Background: an optimization exercise with open tools, aiming at small area, a short achievable clock period and few clock cycles. Do not read the settings as production practice.
The RTL was checked by simulation tests, not by an equivalence proof against the original design.

==> flow/design.v <==
module fp_lzc #(
    parameter L = 6
) (
    input  wire [(1<<L)-1:0] x,
    output reg  [L:0]        lz
);
    reg [(1<<L)-1:0] v;
    integer k;
    always @* begin
        v  = x;
        lz = {(L+1){1'b0}};
        if (x == {(1<<L){1'b0}}) begin
            lz = 1 << L;
        end else begin
            for (k = L - 1; k >= 0; k = k - 1)
                if ((v >> ((1 << L) - (1 << k))) == {(1<<L){1'b0}}) begin
                    lz[k] = 1'b1;
                    v     = v << (1 << k);
                end
        end
    end
endmodule
module fp_round (
    input  wire               sign,
    input  wire signed [13:0] exp,
    input  wire        [55:0] sig,
    output reg         [63:0] result
);
    reg  [63:0] base;
    reg         rbit;
    reg         sticky;
    reg  [55:0] shifted;
    reg         lost;
    reg  [13:0] shamt;
    always @* begin
        base    = 64'd0;
        rbit    = 1'b0;
        sticky  = 1'b0;
        shifted = 56'd0;
        lost    = 1'b0;
        shamt   = 14'd0;
        if (sig == 56'd0) begin
            result = {sign, 63'd0};
        end else if (exp >= 14'sd2047) begin
            result = {sign, 11'h7ff, 52'd0};
        end else if (exp >= 14'sd1) begin
            base   = {sign, exp[10:0], sig[54:3]};
            rbit   = sig[2];
            sticky = |sig[1:0];
            result = base + {63'd0, rbit & (sticky | base[0])};
        end else begin
            shamt   = 1 - exp;
            shifted = sig >> shamt;
            lost    = |(sig & ~({56{1'b1}} << shamt));
            base   = {sign, 11'd0, shifted[54:3]};
            rbit   = shifted[2];
            sticky = (|shifted[1:0]) | lost;
            result = base + {63'd0, rbit & (sticky | base[0])};
        end
    end
endmodule
module fp_add (
    input  wire [63:0] a,
    input  wire [63:0] b,
    output reg  [63:0] result
);
    wire        sa = a[63];
    wire        sb = b[63];
    wire [10:0] ea = a[62:52];
    wire [10:0] eb = b[62:52];
    wire [51:0] fa = a[51:0];
    wire [51:0] fb = b[51:0];
    wire a_nan = (ea == 11'h7ff) && (fa != 52'd0);
    wire b_nan = (eb == 11'h7ff) && (fb != 52'd0);
    wire a_inf = (ea == 11'h7ff) && (fa == 52'd0);
    wire b_inf = (eb == 11'h7ff) && (fb == 52'd0);
    wire [52:0] ma = {ea != 11'd0, fa};
    wire [52:0] mb = {eb != 11'd0, fb};
    wire [10:0] xa = (ea == 11'd0) ? 11'd1 : ea;
    wire [10:0] xb = (eb == 11'd0) ? 11'd1 : eb;
    wire        swap = {xb, mb} > {xa, ma};
    wire        s_big   = swap ? sb : sa;
    wire        s_small = swap ? sa : sb;
    wire [10:0] x_big   = swap ? xb : xa;
    wire [10:0] x_small = swap ? xa : xb;
    wire [52:0] m_big   = swap ? mb : ma;
    wire [52:0] m_small = swap ? ma : mb;
    wire [10:0] diff = x_big - x_small;
    reg  [55:0] big_ext;
    reg  [55:0] small_ext;
    reg  [56:0] sum;
    reg  [55:0] norm;
    reg  [55:0] sig;
    reg  signed [13:0] exp;
    reg         rsign;
    wire [6:0]  lz;
    wire [63:0] rounded;
    fp_lzc #(.L(6)) u_lzc (.x({sum[55:0], 8'd0}), .lz(lz));
    fp_round u_round (.sign(rsign), .exp(exp), .sig(sig), .result(rounded));
    always @* begin
        big_ext   = {m_big, 3'b000};
        small_ext = {m_small, 3'b000} >> diff;
        if (|({m_small, 3'b000} & ~({56{1'b1}} << diff))) small_ext[0] = 1'b1;
        if (s_big == s_small) sum = {1'b0, big_ext} + {1'b0, small_ext};
        else                  sum = {1'b0, big_ext} - {1'b0, small_ext};
        rsign = s_big;
        exp   = {3'b000, x_big};
        sig   = 56'd0;
        norm  = 56'd0;
        if (sum[56]) begin
            sig = {sum[56:2], sum[1] | sum[0]};
            exp = exp + 14'sd1;
        end else begin
            norm = sum[55:0] << lz;
            sig  = norm;
            exp  = exp - lz;
        end
        if (sum == 57'd0) rsign = sa & sb;
        if (a_nan || b_nan || (a_inf && b_inf && (sa != sb)))
            result = 64'h7ff8000000000000;
        else if (a_inf)
            result = {sa, 11'h7ff, 52'd0};
        else if (b_inf)
            result = {sb, 11'h7ff, 52'd0};
        else
            result = rounded;
    end
endmodule
module fp_mul (
    input  wire [63:0] a,
    input  wire [63:0] b,
    output reg  [63:0] result
);
    wire        sa = a[63];
    wire        sb = b[63];
    wire [10:0] ea = a[62:52];
    wire [10:0] eb = b[62:52];
    wire [51:0] fa = a[51:0];
    wire [51:0] fb = b[51:0];
    wire a_nan  = (ea == 11'h7ff) && (fa != 52'd0);
    wire b_nan  = (eb == 11'h7ff) && (fb != 52'd0);
    wire a_inf  = (ea == 11'h7ff) && (fa == 52'd0);
    wire b_inf  = (eb == 11'h7ff) && (fb == 52'd0);
    wire a_zero = (ea == 11'd0) && (fa == 52'd0);
    wire b_zero = (eb == 11'd0) && (fb == 52'd0);
    wire        rsign = sa ^ sb;
    wire [52:0] ma = {ea != 11'd0, fa};
    wire [52:0] mb = {eb != 11'd0, fb};
    wire [10:0] xa = (ea == 11'd0) ? 11'd1 : ea;
    wire [10:0] xb = (eb == 11'd0) ? 11'd1 : eb;
    wire [105:0] prod = ma * mb;
    reg  [105:0] norm;
    reg  [55:0]  sig;
    reg  signed [13:0] exp;
    wire [7:0]   lz;
    wire [63:0]  rounded;
    fp_lzc #(.L(7)) u_lzc (.x({prod, 22'd0}), .lz(lz));
    fp_round u_round (.sign(rsign), .exp(exp), .sig(sig), .result(rounded));
    always @* begin
        norm = prod << lz;
        sig  = {norm[105:51], |norm[50:0]};
        exp  = $signed({3'b000, xa}) + $signed({3'b000, xb}) - 14'sd1022 - lz;
        if (a_nan || b_nan || (a_inf && b_zero) || (a_zero && b_inf))
            result = 64'h7ff8000000000000;
        else if (a_inf || b_inf)
            result = {rsign, 11'h7ff, 52'd0};
        else if (a_zero || b_zero)
            result = {rsign, 63'd0};
        else
            result = rounded;
    end
endmodule
module fp_div (
    input  wire        clk,
    input  wire        rst,
    input  wire        start,
    input  wire [63:0] a,
    input  wire [63:0] b,
    output reg         done,
    output reg  [63:0] result
);
    wire        sa = a[63];
    wire        sb = b[63];
    wire [10:0] ea = a[62:52];
    wire [10:0] eb = b[62:52];
    wire [51:0] fa = a[51:0];
    wire [51:0] fb = b[51:0];
    wire a_nan  = (ea == 11'h7ff) && (fa != 52'd0);
    wire b_nan  = (eb == 11'h7ff) && (fb != 52'd0);
    wire a_inf  = (ea == 11'h7ff) && (fa == 52'd0);
    wire b_inf  = (eb == 11'h7ff) && (fb == 52'd0);
    wire a_zero = (ea == 11'd0) && (fa == 52'd0);
    wire b_zero = (eb == 11'd0) && (fb == 52'd0);
    wire [52:0] ma = {ea != 11'd0, fa};
    wire [52:0] mb = {eb != 11'd0, fb};
    wire [10:0] xa = (ea == 11'd0) ? 11'd1 : ea;
    wire [10:0] xb = (eb == 11'd0) ? 11'd1 : eb;
    reg  [52:0] na;
    reg  [52:0] nb;
    wire [6:0]  lza;
    wire [6:0]  lzb;
    fp_lzc #(.L(6)) u_lza (.x({ma, 11'd0}), .lz(lza));
    fp_lzc #(.L(6)) u_lzb (.x({mb, 11'd0}), .lz(lzb));
    always @* begin
        na = ma << lza;
        nb = mb << lzb;
    end
    reg         busy;
    reg         special;
    reg  [63:0] special_val;
    reg         qsign;
    reg  signed [13:0] qexp;
    reg  [52:0] divisor;
    reg  [54:0] rem;
    reg  [55:0] quo;
    reg  [5:0]  count;
    wire [54:0] diff    = rem - {2'b00, divisor};
    wire        take    = (rem >= {2'b00, divisor});
    wire [54:0] rem_nxt = take ? diff : rem;
    reg  [55:0] sig;
    reg  signed [13:0] rexp;
    wire [63:0] rounded;
    always @* begin
        if (quo[55]) begin
            sig  = {quo[55:1], quo[0] | (rem != 55'd0)};
            rexp = qexp;
        end else begin
            sig  = {quo[54:0], rem != 55'd0};
            rexp = qexp - 14'sd1;
        end
    end
    fp_round u_round (.sign(qsign), .exp(rexp), .sig(sig), .result(rounded));
    always @(posedge clk) begin
        if (rst) begin
            busy   <= 1'b0;
            done   <= 1'b0;
            result <= 64'd0;
            count  <= 6'd0;
        end else begin
            done <= 1'b0;
            if (start && !busy) begin
                qsign   <= sa ^ sb;
                qexp    <= $signed({3'b000, xa}) - lza - $signed({3'b000, xb}) + lzb + 14'sd1023;
                divisor <= nb;
                rem     <= {2'b00, na};
                quo     <= 56'd0;
                count   <= 6'd0;
                busy    <= 1'b1;
                special <= 1'b1;
                if (a_nan || b_nan || (a_inf && b_inf) || (a_zero && b_zero))
                    special_val <= 64'h7ff8000000000000;
                else if (a_inf || b_zero)
                    special_val <= {sa ^ sb, 11'h7ff, 52'd0};
                else if (a_zero || b_inf)
                    special_val <= {sa ^ sb, 63'd0};
                else
                    special <= 1'b0;
            end else if (busy) begin
                if (count == 6'd56) begin
                    busy   <= 1'b0;
                    done   <= 1'b1;
                    result <= special ? special_val : rounded;
                end else begin
                    quo   <= {quo[54:0], take};
                    rem   <= {rem_nxt[53:0], 1'b0};
                    count <= count + 6'd1;
                end
            end
        end
    end
endmodule
module snr_power (
    input  wire        clk,
    input  wire        rst,
    input  wire        in_valid,
    output wire        in_ready,
    input  wire [63:0] in_x,
    input  wire [63:0] in_y,
    input  wire        in_last,
    output reg         out_valid,
    output reg  [63:0] out_sigpwr,
    output reg  [63:0] out_noisepwr
);
    localparam S_GET   = 3'd0;   
    localparam S_DIFF  = 3'd1;   
    localparam S_ACCX  = 3'd2;   
    localparam S_ACCD  = 3'd3;   
    localparam S_DIVX  = 3'd4;   
    localparam S_DIVD  = 3'd5;   
    localparam S_OUT   = 3'd6;   
    reg  [2:0]  state;
    reg  [63:0] x_r;
    reg  [63:0] y_r;
    reg         last_r;
    reg  [63:0] d_r;
    reg  [63:0] sqx_r;
    reg  [63:0] sqd_r;
    reg  [63:0] acc_x;
    reg  [63:0] acc_d;
    reg  [18:0] count;
    reg  [63:0] sig_r;
    reg         div_started;
    assign in_ready = (state == S_GET);
    reg  [63:0] add_a;
    reg  [63:0] add_b;
    reg  [63:0] mul_a;
    wire [63:0] add_r;
    wire [63:0] mul_r;
    always @* begin
        add_a = y_r;
        add_b = {~x_r[63], x_r[62:0]};
        mul_a = x_r;
        case (state)
            S_ACCX: begin
                add_a = acc_x;
                add_b = sqx_r;
                mul_a = d_r;
            end
            S_ACCD: begin
                add_a = acc_d;
                add_b = sqd_r;
                mul_a = d_r;
            end
            default: ;
        endcase
    end
    fp_add u_add (.a(add_a), .b(add_b), .result(add_r));
    fp_mul u_mul (.a(mul_a), .b(mul_a), .result(mul_r));
    wire [5:0]  count_lz;
    wire [4:0]  msb = 5'd18 - count_lz[4:0];
    reg  [63:0] count_f;
    fp_lzc #(.L(5)) u_count_lz (.x({count, 13'd0}), .lz(count_lz));
    always @* begin
        count_f        = {1'b0, 11'd1023 + {6'd0, msb}, 52'd0};
        count_f[51:0]  = {33'd0, count} << (6'd52 - {1'b0, msb});
    end
    reg         div_start;
    wire [63:0] div_a = (state == S_DIVX) ? acc_x : acc_d;
    wire        div_done;
    wire [63:0] div_r;
    fp_div u_div (
        .clk(clk), .rst(rst), .start(div_start),
        .a(div_a), .b(count_f), .done(div_done), .result(div_r)
    );
    always @* div_start = ((state == S_DIVX) || (state == S_DIVD)) && !div_started;
    always @(posedge clk) begin
        if (rst) begin
            state        <= S_GET;
            acc_x        <= 64'd0;
            acc_d        <= 64'd0;
            count        <= 19'd0;
            div_started  <= 1'b0;
            out_valid    <= 1'b0;
            out_sigpwr   <= 64'd0;
            out_noisepwr <= 64'd0;
        end else begin
            out_valid <= 1'b0;
            case (state)
                S_GET: if (in_valid) begin
                    x_r    <= in_x;
                    y_r    <= in_y;
                    last_r <= in_last;
                    count  <= count + 19'd1;
                    state  <= S_DIFF;
                end
                S_DIFF: begin
                    d_r   <= add_r;
                    sqx_r <= mul_r;
                    state <= S_ACCX;
                end
                S_ACCX: begin
                    acc_x <= add_r;
                    sqd_r <= mul_r;
                    state <= S_ACCD;
                end
                S_ACCD: begin
                    acc_d <= add_r;
                    state <= last_r ? S_DIVX : S_GET;
                end
                S_DIVX: begin
                    div_started <= 1'b1;
                    if (div_done) begin
                        sig_r       <= div_r;
                        div_started <= 1'b0;
                        state       <= S_DIVD;
                    end
                end
                S_DIVD: begin
                    div_started <= 1'b1;
                    if (div_done) begin
                        out_sigpwr   <= sig_r;
                        out_noisepwr <= div_r;
                        out_valid    <= 1'b1;
                        div_started  <= 1'b0;
                        state        <= S_OUT;
                    end
                end
                default: begin
                    acc_x <= 64'd0;
                    acc_d <= 64'd0;
                    count <= 19'd0;
                    state <= S_GET;
                end
            endcase
        end
    end
endmodule
==> flow/run.sh <==
#!/bin/bash
# synth_recipe.tcl (not shown) runs the flow's synth.tcl, then flattens the netlist and writes it again
# the make line also repeats each setting of config.mk as NAME=value (left out here)
make -C /OpenROAD-flow-scripts/flow DESIGN_CONFIG=/design/flow/config.mk WORK_HOME=/design/flow/orfs CLKGATE_MAP_FILE= SYNTH_SCRIPT=/design/flow/synth_recipe.tcl finish
==> flow/config.mk <==
export PLATFORM = sky130hd
export DESIGN_NAME = snr_power
export DESIGN_NICKNAME = snr_power
export VERILOG_FILES = /design/flow/design.v
export SDC_FILE = /design/flow/constraint.sdc
export NUM_CORES = 8
export LEC_CHECK = 0
export CAP_MARGIN = 20
export CORE_MARGIN = 2
export CORE_UTILIZATION = 40
export SLEW_MARGIN = 20
==> flow/constraint.sdc <==
create_clock -name core_clock -period 25.0 [get_ports {clk}]
set_input_delay 5.0000 -clock core_clock [delete_from_list [all_inputs] [get_ports {clk}]]
set_output_delay 5.0000 -clock core_clock [all_outputs]
set_load 0.01 [all_outputs]
==> flow_metrics.env <==
export IMPL_grt_ovfl_total=0
export IMPL_status="complete, no violations"
export IMPL_drc=0
export IMPL_synth_area_leaders="fa_1 26%, edfxtp_1 9.3%, nor2_1 5.7%"
export IMPL_timing_critical_path_buf_inv=10
export IMPL_start_util_pct=40.2
export IMPL_drt_pre_antenna_iters=8
export IMPL_pre_cts_ws_ns=0.485
export IMPL_critical_path_max_stage_delay_ns=0.98
export IMPL_antenna_found_initial=47
export IMPL_viasPerCell=6.37
export IMPL_synth_seq_cells=919
export IMPL_clock_fmax_ghz=0.0410
export IMPL_boundaryPins=262
export IMPL_synth_area_um2=184000
export IMPL_cp_data_required_time_ns=25.62
export IMPL_cts_buffer_depth=3
export IMPL_synth_seq_area_share_pct=13.1
export IMPL_rows=248
export IMPL_reg2reg_depth=85
export IMPL_hold_viol_final=0
export IMPL_worstSetupEndpointType="flop"
export IMPL_die_w_um=682
export IMPL_hold_path_class="flop to flop"
export IMPL_numCtsBuffers=93
export IMPL_area_delta_synth_final_pct=11.3
export IMPL_drive_gt1_share_pct=10.1
export IMPL_grtUsageTotal_pct=40.6
export IMPL_ys_flop_type="edfxtp_1"
export IMPL_grt_max_degree=168
export IMPL_synthDistinctLibCells=146
export IMPL_max_cap_violations=0
export IMPL_grt_pass1_vias=183000
export IMPL_tritoncts="done"
export IMPL_clock_skew_ns=0.0438
export IMPL_hpwlAfterDp_mm=786
export IMPL_final_area_um2=205000
export IMPL_cp_top_family="compound AO/OA/AOI/OAI gates"
export IMPL_slew_headroom_pct=13.3
export IMPL_yosysTopAreaCellShare_pct=26.4
export IMPL_holdPathStages=2
export IMPL_yosys_area_top_type="fa_1"
export IMPL_fillers=46300
export IMPL_core_area_um2=457000
export IMPL_worstMarginPinSlew_ns=1.29
export IMPL_avgSynthCellArea_um2=8.05
export IMPL_worstSetupPathType="flop to flop"
export IMPL_die_height_um=682
export IMPL_nets=26600
export IMPL_design_die_area_um2=465000
export IMPL_setup_ws_ns=0.639
export IMPL_synth_warnings=8
export IMPL_cts_htree_levels=3
export IMPL_drt_initial_drc_count=27100
export IMPL_clk_pin_slew_ns=0.07
export IMPL_wl_per_cell_um=32.9
export IMPL_netlist_instances=22800
export IMPL_gp_congestion=1.09
export IMPL_finalCriticalPeriod_ns=24.36
export IMPL_grt_pass1_wl_mm=1360
export IMPL_routed_wl_mm=970
export IMPL_synth_edf_count=567
export IMPL_setup_violations=0
export IMPL_vias=188000
export IMPL_critPathLaunchType="flop"
export IMPL_clockRootBuffer="clkbuf_16"
export IMPL_portBuffers=261
export IMPL_synthArstFlopShare_pct=0
export IMPL_dpl_cell_area_um2=201000
export IMPL_final_max_slew_viol_count=0
export IMPL_clk_latency_ns=0.76
export IMPL_cp_max_fo=35
export IMPL_period_share_pct=97.4
export IMPL_cp_data_arrival_time_ns=24.98
export IMPL_fin_cells=29500
export IMPL_cts_sinks=919
export IMPL_slowest_stage="mux2i_1"
export IMPL_cp_common_cell="a21oi_1"
export IMPL_ant_nets=0
export IMPL_cp_depth=85
export IMPL_placed_cells=29300
[path summary, 6_finish.rpt]
check | start | end | slack [ns]
max | state[0] | acc_d[50] | 0.64
min | out_sigpwr[18] | out_sigpwr[18] | 0.45
max reg2reg | state[0] | acc_d[50] | 0.64
min reg2reg | out_sigpwr[18] | out_sigpwr[18] | 0.45
[synth_stat cells (all sizes together), types with 60 or more instances]
master / instances
xor2: 211
o21bai: 103
nand3: 458
o221ai: 109
mux2: 129
a21boi: 62
a221oi: 109
ha: 777
xnor2: 390
a21oi: 1518
or4: 66
inv: 2700
a311oi: 61
a31oi: 219
o32ai: 71
nor2b: 76
nand2b: 121
dfxtp: 352
edfxtp: 567
clkbuf: 987
o21ai: 1192
nand4: 282
and2: 232
a22oi: 146
mux2i: 598
a21o: 241
a22o: 98
mux4: 101
or3: 139
o2111ai: 71
nor3: 526
o22ai: 191
a211oi: 232
fa: 2419
o31ai: 116
a221o: 60
nor4: 200
buf: 447
and3: 155
a2111oi: 74
o211ai: 186
nor2: 2771
o21a: 109
or2: 83
nand2: 2364
[layout by cell type, fill, tap and decap left out, types with 350 or more instances in the layout]
master,count
mux2i_1,594
nand3_1,453
dfxtp_1,350
a21oi_1,1498
nand2_1,2346
inv_1,2654
edfxtp_1,567
buf_4,1487
ha_1,770
nor2_1,2749
xnor2_1,366
nor3_1,511
o21ai_0,1053
fa_1,2419
[sequential cells by signal (all words and copies together) (netlist names), 53 cells and up]
register       cells
acc_d             64
acc_x             64
out_noisepwr      64
out_sigpwr        64
sig_r             64
sqd_r             64
sqx_r             64
u_div.result      64
x_r               64
y_r               64
d_r               63
u_div.quo         56
u_div.rem         55
u_div.divisor     53
[cells by family (layout without fill, tap and decap cells)]
kind of cell / after synthesis / count (layout) / share of synthesized area (%)
AO/OA/AOI/OAI: 5466 / 5466 / 19.6
XOR/XNOR: 601 / 601 / 2.87
adder cells (fa/ha/maj): 3201 / 3201 / 31.7
buffers and inverters: 4156 / 4683 / 8.66
flip-flops: 919 / 919 / 13.1
multiplexers: 828 / 828 / 5.29
other: 2 / 51 / 0.00409
AND/OR/NAND/NOR: 7649 / 7652 / 18.8
[layout make-up]
type / instances / area [um^2] / area share [%]
clock inverters: 53 / 417 / 0.204
flip-flops and latches: 919 / 24100 / 11.8
multi-input cells: 17800 / 145000 / 70.8
inverters: 2722 / 10300 / 5.01
clock buffers: 117 / 2570 / 1.26
repair buffers: 1791 / 14600 / 7.14
diodes: 21 / 52.6 / 0.0257
well taps: 6125 / 7660 / 3.75
[tightest hold or removal path, cell delays in order, from the launching register on]
cell and delay (ns):
dfxtp_1 0.31, nand2_1 0.05, a21oi_1 0.05
[routing by layer]
layer  part of all wire, %  global-route usage, %
met2                    40                   56.2
met1                    40                   54.6
met4                   7.3                   23.5
met5                 0.084                  0.656
met3                    13                   14.0
[per-stage QoR]
step	hold WS (ns)	utilization, %	TNS, ns
after floorplan	0.430	-	0
after global placement	0.443	44.0	0
after detailed placement	0.443	44.0	0
after CTS	0.455	44.7	0
after global routing	0.468	44.8	-0.119
final	0.451	44.8	0
[repair_timing]
action / in CTS / in global routing
hold buffers: 0 / 0
hold endpoints to repair: 0 / 0
resized for setup: 0 / 53
setup endpoints to repair: 0 / 253
setup buffers: 0 / 6
Testbench counts, summed over its fixed seeds: cycles 122,388.

## separate check: timing with driven ports
Ports are ideal in the flow. The routed layout listed here was re-timed in OpenROAD. Step 1, drivers: a clkbuf_16 drives clk and a buf_2 each remaining input, both assumed. Step 2 adds t to the input delays and takes it off the output delays; t is the mean of the earliest and latest rising clock arrival at the registers after step 1. Input paths then give back, and output paths get back, about the clock's delay inside the block. Slacks: ideal / step 1 / step 2; pairs: ideal / step 1.
t, ns: 0.828
slack for setup (ns): 0.639 / 0.639 / 0.639
hold slack, ns: 0.451 / 0.451 / 0.451
worst register clock-pin slew, ns: 0.08 / 0.08
cell pins on the clock port's net: 1
After both steps this run still meets setup and hold. For this run, drivers alone change the setup slack by 0.000 ns; drivers and shift together by 0.000 ns.
